From an optimization exercise on the open Yosys and OpenROAD flow, aimed at small area, a short achievable clock period and few clock cycles; shortcuts taken in it are not production practice. Where RTL was checked, it was by simulation tests only, not by an equivalence proof against the original. Power is estimated from default activity; no workload was simulated.

// nrf_host_link
module nrf_host_link (
    input  wire        clk,
    input  wire        rst,
    input  wire        in_valid,
    input  wire [7:0]  in_data,
    input  wire        in_last,
    output reg         in_ready,
    output reg         pay_valid,
    output wire [7:0]  pay_data,
    output wire        pay_last,
    input  wire        pay_ready,
    output reg         cmd_done,
    output reg  [6:0]  cfg_channel,
    output reg  [1:0]  cfg_speed,
    output reg  [39:0] cfg_tx,
    output reg  [39:0] cfg_rx,
    output reg  [3:0]  cfg_opt,       
    input  wire        rx_valid,
    input  wire [7:0]  rx_data,
    input  wire        rx_last,
    output reg         rx_ready,
    output reg         out_valid,
    output reg  [7:0]  out_data,
    output reg         out_last,
    input  wire        out_ready
);
    localparam CAPACITY  = 32;
    localparam CMD_IDENT = 8'h21;
    localparam CR        = 8'h0D;
    localparam LF        = 8'h0A;
    localparam [6:0]  DEFAULT_CHANNEL = 7'h4C;
    localparam [1:0]  DEFAULT_SPEED   = 2'd1;
  ...
Size in the first run: about 810 cells after synthesis, ~140 I/O pins, about 8100 sq um of cells after synthesis.
==> flow/config.mk <==
export PLATFORM = sky130hd
export DESIGN_NAME = nrf_host_link
export DESIGN_NICKNAME = nrf_host_link
export VERILOG_FILES = /design/flow/design.v
export SDC_FILE = /design/flow/constraint.sdc
export NUM_CORES = 4
export LEC_CHECK = 0
export CAP_MARGIN = 20
export CORE_MARGIN = 2
export CORE_UTILIZATION = 40
export SLEW_MARGIN = 20
==> flow/constraint.sdc <==
create_clock -name core_clock -period 8.0 [get_ports {clk}]
set_input_delay 1.6000 -clock core_clock [delete_from_list [all_inputs] [get_ports {clk}]]
set_output_delay 1.6000 -clock core_clock [all_outputs]
set_load 0.01 [all_outputs]
standard.sh (not shown) runs the stock make flow with config.mk's settings and CLKGATE_MAP_FILE= SYNTH_SCRIPT=/design/flow/synth_recipe.tcl, a recipe that flattens the netlist after the stock synthesis.
==> flow/flow/run.sh <==
#!/bin/bash
set -euo pipefail
export BUFFER_PORTS_ARGS="-buffer_cell sky130_fd_sc_hd__buf_1"
export SETUP_SLACK_MARGIN=5.4
export CTS_ARGS="-sink_clustering_enable -repair_clock_nets -root_buf sky130_fd_sc_hd__clkbuf_16 -buf_list sky130_fd_sc_hd__clkbuf_8 -dont_use_dummy_load"
bash standard.sh > standard.log 2>&1
Testbench counts at the start, summed over its fixed seeds: cycles 31,116.
==> next run, changes <==
--- a/flow/design.v
+++ b/flow/design.v
@@ -189,49 +189,56 @@
             in_ready  <= 1'b1;
         end else begin
             v0        <= pop ? b_v0 : a_v0;
             v1        <= pop ? b_v1 : a_v1;
             v2        <= pop ? 1'b0 : a_v2;
             topen     <= topen_n;
             pay_valid <= pop ? b_pv : a_pv;
             in_ready  <= pop ? 1'b1 : a_ir;
         end
     end
+    reg rst_q;
+    always @(posedge clk) rst_q <= rst;
     wire c_fire = proc && cmd;           
     wire c_verb = c_fire && (cnt == 6'd1);
     wire c_arg  = c_fire && room;
     integer k;
     always @(posedge clk) begin
         if (rst) begin
             first       <= 1'b1;
             lo          <= 1'b0;
             cnt         <= 6'd0;
             cmd_done    <= 1'b0;
-            cfg_channel <= DEFAULT_CHANNEL;
-            cfg_speed   <= DEFAULT_SPEED;
-            cfg_tx      <= DEFAULT_TX;
-            cfg_rx      <= DEFAULT_RX;
-            cfg_opt     <= DEFAULT_OPTIONS;
         end else begin
             cmd_done <= proc && il && cmdx;
             if (proc) begin
                 first <= il;
                 if (il) begin
                     cnt <= 6'd0;
                     lo  <= 1'b0;
                 end else begin
                     if (cmdx ? room : push)
                         cnt <= cnt + 6'd1;
                     if (!cmdx)
                         lo <= lo_n;
                 end
             end
+        end
+    end
+    always @(posedge clk) begin
+        if (rst_q) begin
+            cfg_channel <= DEFAULT_CHANNEL;
+            cfg_speed   <= DEFAULT_SPEED;
+            cfg_tx      <= DEFAULT_TX;
+            cfg_rx      <= DEFAULT_RX;
+            cfg_opt     <= DEFAULT_OPTIONS;
+        end else begin
             if (c_verb) begin
                 if (id == 8'h63) cfg_channel <= 7'd0;
                 if (id == 8'h73) cfg_speed   <= 2'd0;
                 if (id == 8'h74) cfg_tx      <= 40'd0;
                 if (id == 8'h72) cfg_rx      <= 40'd0;
             end
             if (c_arg) begin
                 if (v_c && cnt == 6'd2) cfg_channel[6:4] <= ihv[2:0];
                 if (v_c && cnt == 6'd3) cfg_channel[3:0] <= ihv;
                 if (v_s && cnt == 6'd2 && ihv != 4'd0) cfg_speed <= 2'd2;
=> Cell count went up by 8.4%; register-to-register slack gets worse by 40 ps; non-clock buffer count stays the same; power went up by 1.1%; area after synthesis went up by 4.0%; setup slack is about the same; flip-flop and latch count went up by 1; first-iteration DRC count went up by 13%; die area went up by 3.9%; via count went up by 8.2%; sequential power hardly moves; count of clock-buffer cells in the layout stays the same; hold slack gets worse by 13 ps; routed wire length went up by 6.7%.
No functional check of the RTL was part of the second run of this note.

* * *

The RTL this note starts from:
==> flow/design.v <==
module nrf_host_link (
    input  wire        clk,
    input  wire        rst,
    input  wire        in_valid,
    input  wire [7:0]  in_data,
    input  wire        in_last,
    output reg         in_ready,
    output reg         pay_valid,
    output wire [7:0]  pay_data,
    output wire        pay_last,
    input  wire        pay_ready,
    output reg         cmd_done,
    output reg  [6:0]  cfg_channel,
    output reg  [1:0]  cfg_speed,
    output reg  [39:0] cfg_tx,
    output reg  [39:0] cfg_rx,
    output reg  [3:0]  cfg_opt,       
    input  wire        rx_valid,
    input  wire [7:0]  rx_data,
    input  wire        rx_last,
    output reg         rx_ready,
    output reg         out_valid,
    output reg  [7:0]  out_data,
    output reg         out_last,
    input  wire        out_ready
);
    localparam CAPACITY  = 32;
    localparam CMD_IDENT = 8'h21;
    localparam CR        = 8'h0D;
    localparam LF        = 8'h0A;
    localparam [6:0]  DEFAULT_CHANNEL = 7'h4C;
    localparam [1:0]  DEFAULT_SPEED   = 2'd1;
    localparam [39:0] DEFAULT_TX      = 40'hE7E7E7E7E7;
    localparam [39:0] DEFAULT_RX      = 40'hC2C2C2C2C2;
    localparam [3:0]  DEFAULT_OPTIONS = 4'b1101;    
    function [3:0] hexval;
        input [7:0] c;
        begin
            hexval = 4'd0;
            if (c[7:4] == 4'h3) begin
                if (!c[3] || c[2:1] == 2'b00) hexval = c[3:0];
            end else if (c[7:4] == 4'h4 || c[7:4] == 4'h6) begin
                case (c[3:0])
                    4'h1: hexval = 4'hA;
                    4'h2: hexval = 4'hB;
                    4'h3: hexval = 4'hC;
                    4'h4: hexval = 4'hD;
                    4'h5: hexval = 4'hE;
                    4'h6: hexval = 4'hF;
                    default: hexval = 4'd0;
                endcase
            end
        end
    endfunction
    function is_le;
        input [7:0] c;
        is_le = (c == CR) || (c == LF);
    endfunction
    function is_pass;
        input [7:0] c;
        is_pass = (c >= 8'h20 && c <= 8'h7E) || is_le(c);
    endfunction
    function [7:0] hexch;
        input [3:0] n;
        case (n)
            4'hA: hexch = 8'h41;
            4'hB: hexch = 8'h42;
            4'hC: hexch = 8'h43;
            4'hD: hexch = 8'h44;
            4'hE: hexch = 8'h45;
            4'hF: hexch = 8'h46;
            default: hexch = {4'h3, n};
        endcase
    endfunction
    reg        iv;               
    reg  [7:0] id;
    reg        il, ile, i21;
    reg  [3:0] ihv;
    reg [7:0] qd0, qd1, qd2;
    reg       ql0, ql1, ql2;
    reg       v0, v1, v2;
    reg       topen;             
    assign pay_data = qd0;
    assign pay_last = ql0;
    wire in_fire = in_valid && in_ready;
    wire proc    = iv && !v2;    
    wire iv_n    = in_fire || (iv && v2);
    always @(posedge clk) begin
        if (in_fire) begin
            id  <= in_data;
            il  <= in_last;
            ile <= is_le(in_data);
            i21 <= (in_data == CMD_IDENT);
            ihv <= hexval(in_data);
        end
        if (rst) iv <= 1'b0;
        else     iv <= iv_n;
    end
    reg       first;             
    reg       cmd;               
    reg       lo;                
    reg [5:0] cnt;               
    reg       v_c, v_s, v_t, v_r, optact;
    wire strip = cfg_opt[0];
    wire hex   = cfg_opt[1];
    wire cmdx  = first ? i21 : cmd;
    wire room  = !cnt[5];
    reg       push, patch, lo_n;
    reg [7:0] pdata;
    always @(*) begin
        push  = 1'b0;
        patch = 1'b0;
        lo_n  = lo;
        pdata = id;
        if (!hex) begin
            push = !(strip && ile);
        end else if (!lo) begin
            if (ile) begin
                push = !strip;
            end else begin
                push  = 1'b1;
                pdata = {ihv, 4'd0};
                lo_n  = room;
            end
        end else begin
            lo_n = 1'b0;
            if (ile) push  = !strip;
            else     patch = 1'b1;
        end
        push = push && room;
    end
    wire d_fire  = proc && !cmdx;
    wire d_push  = d_fire && push;
    wire d_patch = d_fire && patch;
    wire d_close = d_fire && il;
    wire pop = pay_valid && pay_ready;
    wire a_w0 = d_push && !v0;
    wire a_w1 = d_push && v0 && !v1;
    wire a_w2 = d_push && v1;
    wire a_t0 = v0 && !v1;       
    wire a_t1 = v1 && !v2;
    wire a_t2 = v2;
    wire b_w0 = d_push && !v1;
    wire b_w1 = d_push && v1;
    wire b_t0 = v1 && !v2;
    wire b_t1 = v2;
    wire close_tail = d_close && !d_push && topen;
    reg [7:0] a_d0, a_d1, a_d2, b_d0, b_d1;
    reg       a_l0, a_l1, a_l2, b_l0, b_l1;
    always @(*) begin
        a_d0 = a_w0 ? pdata : qd0;
        a_d1 = a_w1 ? pdata : qd1;
        a_d2 = a_w2 ? pdata : qd2;
        a_l0 = a_w0 ? il : (ql0 || (close_tail && a_t0));
        a_l1 = a_w1 ? il : (ql1 || (close_tail && a_t1));
        a_l2 = a_w2 ? il : (ql2 || (close_tail && a_t2));
        if (d_patch && a_t0) a_d0[3:0] = ihv;
        if (d_patch && a_t1) a_d1[3:0] = ihv;
        if (d_patch && a_t2) a_d2[3:0] = ihv;
        b_d0 = b_w0 ? pdata : qd1;
        b_d1 = b_w1 ? pdata : qd2;
        b_l0 = b_w0 ? il : (ql1 || (close_tail && b_t0));
        b_l1 = b_w1 ? il : (ql2 || (close_tail && b_t1));
        if (d_patch && b_t0) b_d0[3:0] = ihv;
        if (d_patch && b_t1) b_d1[3:0] = ihv;
    end
    wire topen_n = d_push ? !il : (topen && !d_close);
    wire a_v0 = v0 || d_push;
    wire a_v1 = v1 || (d_push && v0);
    wire a_v2 = v2 || (d_push && v1);
    wire b_v0 = v1 || d_push;
    wire b_v1 = v2 || (d_push && v1);
    wire a_pv = a_v0 && (a_v1 || !topen_n);
    wire b_pv = b_v0 && (b_v1 || !topen_n);
    wire a_ir = !iv_n || !a_v2;
    always @(posedge clk) begin
        qd0 <= pop ? b_d0 : a_d0;
        qd1 <= pop ? b_d1 : a_d1;
        qd2 <= a_d2;
        ql0 <= pop ? b_l0 : a_l0;
        ql1 <= pop ? b_l1 : a_l1;
        ql2 <= a_l2;
        if (rst) begin
            v0        <= 1'b0;
            v1        <= 1'b0;
            v2        <= 1'b0;
            topen     <= 1'b0;
            pay_valid <= 1'b0;
            in_ready  <= 1'b1;
        end else begin
            v0        <= pop ? b_v0 : a_v0;
            v1        <= pop ? b_v1 : a_v1;
            v2        <= pop ? 1'b0 : a_v2;
            topen     <= topen_n;
            pay_valid <= pop ? b_pv : a_pv;
            in_ready  <= pop ? 1'b1 : a_ir;
        end
    end
    reg rst_q;
    always @(posedge clk) rst_q <= rst;
    wire c_fire = proc && cmd;           
    wire c_verb = c_fire && (cnt == 6'd1);
    wire c_arg  = c_fire && room;
    integer k;
    always @(posedge clk) begin
        if (rst) begin
            first       <= 1'b1;
            cmd         <= 1'b0;
            lo          <= 1'b0;
            cnt         <= 6'd0;
            cmd_done    <= 1'b0;
        end else begin
            cmd_done <= proc && il && cmdx;
            if (proc) begin
                first <= il;
                cmd   <= cmdx && !il;
                if (il) begin
                    cnt <= 6'd0;
                    lo  <= 1'b0;
                end else begin
                    if (cmdx ? room : push)
                        cnt <= cnt + 6'd1;
                    if (!cmdx)
                        lo <= lo_n;
                end
            end
        end
    end
    always @(posedge clk) begin
        if (c_verb) begin
            v_c    <= (id == 8'h63);
            v_s    <= (id == 8'h73);
            v_t    <= (id == 8'h74);
            v_r    <= (id == 8'h72);
            optact <= (id == 8'h6F);
        end else if (c_arg && optact && cnt >= 6'd2) begin
            case (id)
                8'h6C, 8'h4C, 8'h78, 8'h58, 8'h61, 8'h41, 8'h64, 8'h44: ;
                default: optact <= 1'b0;
            endcase
        end
    end
    always @(posedge clk) begin
        if (rst_q) begin
            cfg_channel <= DEFAULT_CHANNEL;
            cfg_speed   <= DEFAULT_SPEED;
            cfg_tx      <= DEFAULT_TX;
            cfg_rx      <= DEFAULT_RX;
            cfg_opt     <= DEFAULT_OPTIONS;
        end else begin
            if (c_verb) begin
                if (id == 8'h63) cfg_channel <= 7'd0;
                if (id == 8'h73) cfg_speed   <= 2'd0;
                if (id == 8'h74) cfg_tx      <= 40'd0;
                if (id == 8'h72) cfg_rx      <= 40'd0;
            end
            if (c_arg) begin
                if (v_c && cnt == 6'd2) cfg_channel[6:4] <= ihv[2:0];
                if (v_c && cnt == 6'd3) cfg_channel[3:0] <= ihv;
                if (v_s && cnt == 6'd2 && ihv != 4'd0) cfg_speed <= 2'd2;
                if (v_s && cnt == 6'd3 && !cfg_speed[1])
                    cfg_speed <= (ihv[3:1] != 3'd0) ? 2'd2 : ihv[1:0];
                for (k = 0; k < 5; k = k + 1) begin
                    if (cnt == 2 + 2 * k) begin
                        if (v_t) cfg_tx[8*k+4 +: 4] <= ihv;
                        if (v_r) cfg_rx[8*k+4 +: 4] <= ihv;
                    end
                    if (cnt == 3 + 2 * k) begin
                        if (v_t) cfg_tx[8*k +: 4] <= ihv;
                        if (v_r) cfg_rx[8*k +: 4] <= ihv;
                    end
                end
                if (optact && cnt >= 6'd2) begin
                    case (id)
                        8'h6C: cfg_opt[0] <= 1'b0;
                        8'h4C: cfg_opt[0] <= 1'b1;
                        8'h78: cfg_opt[1] <= 1'b0;
                        8'h58: cfg_opt[1] <= 1'b1;
                        8'h61: cfg_opt[2] <= 1'b0;
                        8'h41: cfg_opt[2] <= 1'b1;
                        8'h64: cfg_opt[3] <= 1'b0;
                        8'h44: cfg_opt[3] <= 1'b1;
                        default: ;
                    endcase
                end
            end
        end
    end
    localparam W_EMPTY = 3'd0;
    localparam W_START = 3'd1;    
    localparam W_HI    = 3'd2;    
    localparam W_LO    = 3'd3;    
    localparam W_LF    = 3'd4;    
    reg       rv, rl, rpass;
    reg [7:0] rb;
    reg [2:0] ws;
    reg [7:0] wb;
    reg       wl, wpass;
    wire       w_src   = (ws != W_EMPTY);
    wire [7:0] sb      = w_src ? wb : rb;
    wire       sl      = w_src ? wl : rl;
    wire       spass   = w_src ? wpass : rpass;
    wire [2:0] ss      = w_src ? ws : (rv ? W_START : W_EMPTY);
    reg        g_v, g_l;
    reg  [7:0] g_d;
    reg  [2:0] g_rem;
    always @(*) begin
        g_v   = 1'b1;
        g_l   = 1'b0;
        g_d   = LF;
        g_rem = W_EMPTY;
        case (ss)
            W_START: begin
                g_d   = spass ? sb : 8'h5C;
                g_l   = spass && sl && (sb == LF);
                g_rem = !spass ? W_HI : (sl && sb != LF) ? W_LF : W_EMPTY;
            end
            W_HI: begin
                g_d   = hexch(sb[7:4]);
                g_rem = W_LO;
            end
            W_LO: begin
                g_d   = hexch(sb[3:0]);
                g_rem = sl ? W_LF : W_EMPTY;
            end
            W_LF: begin
                g_l   = 1'b1;
            end
            default: g_v = 1'b0;
        endcase
    end
    wire       rx_fire = rx_valid && rx_ready;
    wire       ofree   = !out_valid || out_ready;
    wire       rv_n    = rx_fire || (rv && w_src);
    always @(posedge clk) begin
        wb    <= sb;
        wl    <= sl;
        wpass <= spass;
        if (rx_fire) begin
            rb    <= rx_data;
            rl    <= rx_last;
            rpass <= is_pass(rx_data);
        end
        if (ofree) begin
            out_data <= g_d;
            out_last <= g_l;
        end
        if (rst) begin
            ws        <= W_EMPTY;
            rv        <= 1'b0;
            out_valid <= 1'b0;
            rx_ready  <= 1'b1;
        end else begin
            ws        <= ofree ? g_rem : ss;
            rv        <= rv_n;
            if (ofree)
                out_valid <= g_v;
            rx_ready  <= !rv_n || (ofree ? (g_rem == W_EMPTY) : (ss == W_EMPTY));
        end
    end
endmodule
export LEC_CHECK = 0
export CAP_MARGIN = 20
export CORE_MARGIN = 2
export CORE_UTILIZATION = 40
export SLEW_MARGIN = 20
create_clock -name core_clock -period 8.0 [get_ports {clk}]
==> flow/flow/run.sh <==
#!/bin/bash
set -euo pipefail
export BUFFER_PORTS_ARGS="-buffer_cell sky130_fd_sc_hd__buf_1"
export SETUP_SLACK_MARGIN=5.3
export CTS_ARGS="-sink_clustering_enable -repair_clock_nets -root_buf sky130_fd_sc_hd__clkbuf_16 -buf_list sky130_fd_sc_hd__clkbuf_8 -dont_use_dummy_load"
bash standard.sh > standard.log 2>&1
Then changed:
--- a/flow/design.v
+++ b/flow/design.v
@@ -195,10 +195,8 @@
             pay_valid <= pop ? b_pv : a_pv;
             in_ready  <= pop ? 1'b1 : a_ir;
         end
     end
-    reg rst_q;
-    always @(posedge clk) rst_q <= rst;
     wire c_fire = proc && cmd;           
     wire c_verb = c_fire && (cnt == 6'd1);
     wire c_arg  = c_fire && room;
     integer k;
@@ -208,8 +206,15 @@
             cmd         <= 1'b0;
             lo          <= 1'b0;
             cnt         <= 6'd0;
             cmd_done    <= 1'b0;
+            v_c <= 1'b0; v_s <= 1'b0; v_t <= 1'b0; v_r <= 1'b0;
+            optact      <= 1'b0;
+            cfg_channel <= DEFAULT_CHANNEL;
+            cfg_speed   <= DEFAULT_SPEED;
+            cfg_tx      <= DEFAULT_TX;
+            cfg_rx      <= DEFAULT_RX;
+            cfg_opt     <= DEFAULT_OPTIONS;
         end else begin
             cmd_done <= proc && il && cmdx;
             if (proc) begin
                 first <= il;
@@ -223,33 +228,14 @@
                     if (!cmdx)
                         lo <= lo_n;
                 end
             end
-        end
-    end
-    always @(posedge clk) begin
-        if (c_verb) begin
-            v_c    <= (id == 8'h63);
-            v_s    <= (id == 8'h73);
-            v_t    <= (id == 8'h74);
-            v_r    <= (id == 8'h72);
-            optact <= (id == 8'h6F);
-        end else if (c_arg && optact && cnt >= 6'd2) begin
-            case (id)
-                8'h6C, 8'h4C, 8'h78, 8'h58, 8'h61, 8'h41, 8'h64, 8'h44: ;
-                default: optact <= 1'b0;
-            endcase
-        end
-    end
-    always @(posedge clk) begin
-        if (rst_q) begin
-            cfg_channel <= DEFAULT_CHANNEL;
-            cfg_speed   <= DEFAULT_SPEED;
-            cfg_tx      <= DEFAULT_TX;
-            cfg_rx      <= DEFAULT_RX;
-            cfg_opt     <= DEFAULT_OPTIONS;
-        end else begin
             if (c_verb) begin
+                v_c    <= (id == 8'h63);
+                v_s    <= (id == 8'h73);
+                v_t    <= (id == 8'h74);
+                v_r    <= (id == 8'h72);
+                optact <= (id == 8'h6F);
                 if (id == 8'h63) cfg_channel <= 7'd0;
                 if (id == 8'h73) cfg_speed   <= 2'd0;
                 if (id == 8'h74) cfg_tx      <= 40'd0;
                 if (id == 8'h72) cfg_rx      <= 40'd0;
@@ -279,9 +265,9 @@
                         8'h61: cfg_opt[2] <= 1'b0;
                         8'h41: cfg_opt[2] <= 1'b1;
                         8'h64: cfg_opt[3] <= 1'b0;
                         8'h44: cfg_opt[3] <= 1'b1;
-                        default: ;
+                        default: optact <= 1'b0;
                     endcase
                 end
             end
         end
After rerunning: The changed run finished clean. Utilization barely changes. Design area hardly moves. Die area falls by 0.91%. Global-route usage decreases by 0.52 points. Hold slack is better by 0.0054 ns. Total power rises by 4.8%. First-iteration DRC count goes down by 13%. Synthesized area shrinks by 0.93%. Fmax came out higher by 0.81%. Via count came out lower by 1.5%. Sequential cell count came out lower by 1. Final cell count went down by 0.65%. Critical path depth rises by 6.
Testbench counts after the change, summed over its fixed seeds: cycles 31,116.
For the first run of this note, only the layout was checked, not whether the RTL still works.

port drivers added, routing unchanged:
In the flow no input, the clock included, has a driving cell. The finished layouts below were timed again as built, in two steps.
Step 1 assumes that a clkbuf_16 drives the clock port and a buf_2 every other input.
Step 2 adds t to the input delays and takes it off the output delays; t is the mean of the earliest and latest rising clock arrival at the registers after step 1. Input paths then give back, and output paths get back, about the clock's delay inside the block.
a / b / c = ideal ports / drivers / drivers and shift; a / b = the first two.
run | t (ns) | setup WS [ns] | worst setup path after step 2
the first run of note 1 | 0.419 | 5.450 / 5.403 / 5.086 | input to register
the second run of note 1 | 0.418 | 5.447 / 5.402 / 5.073 | input to register
the first run of note 2 | 0.421 | 5.360 / 5.315 / 5.018 | input to register
the second run of note 2 | 0.423 | 5.381 / 5.386 / 4.981 | input to register
After both steps setup and hold are still met in every run listed. For the second run of note 2, which loses most, drivers alone change the setup slack by +0.005 ns; drivers and shift together by -0.400 ns.
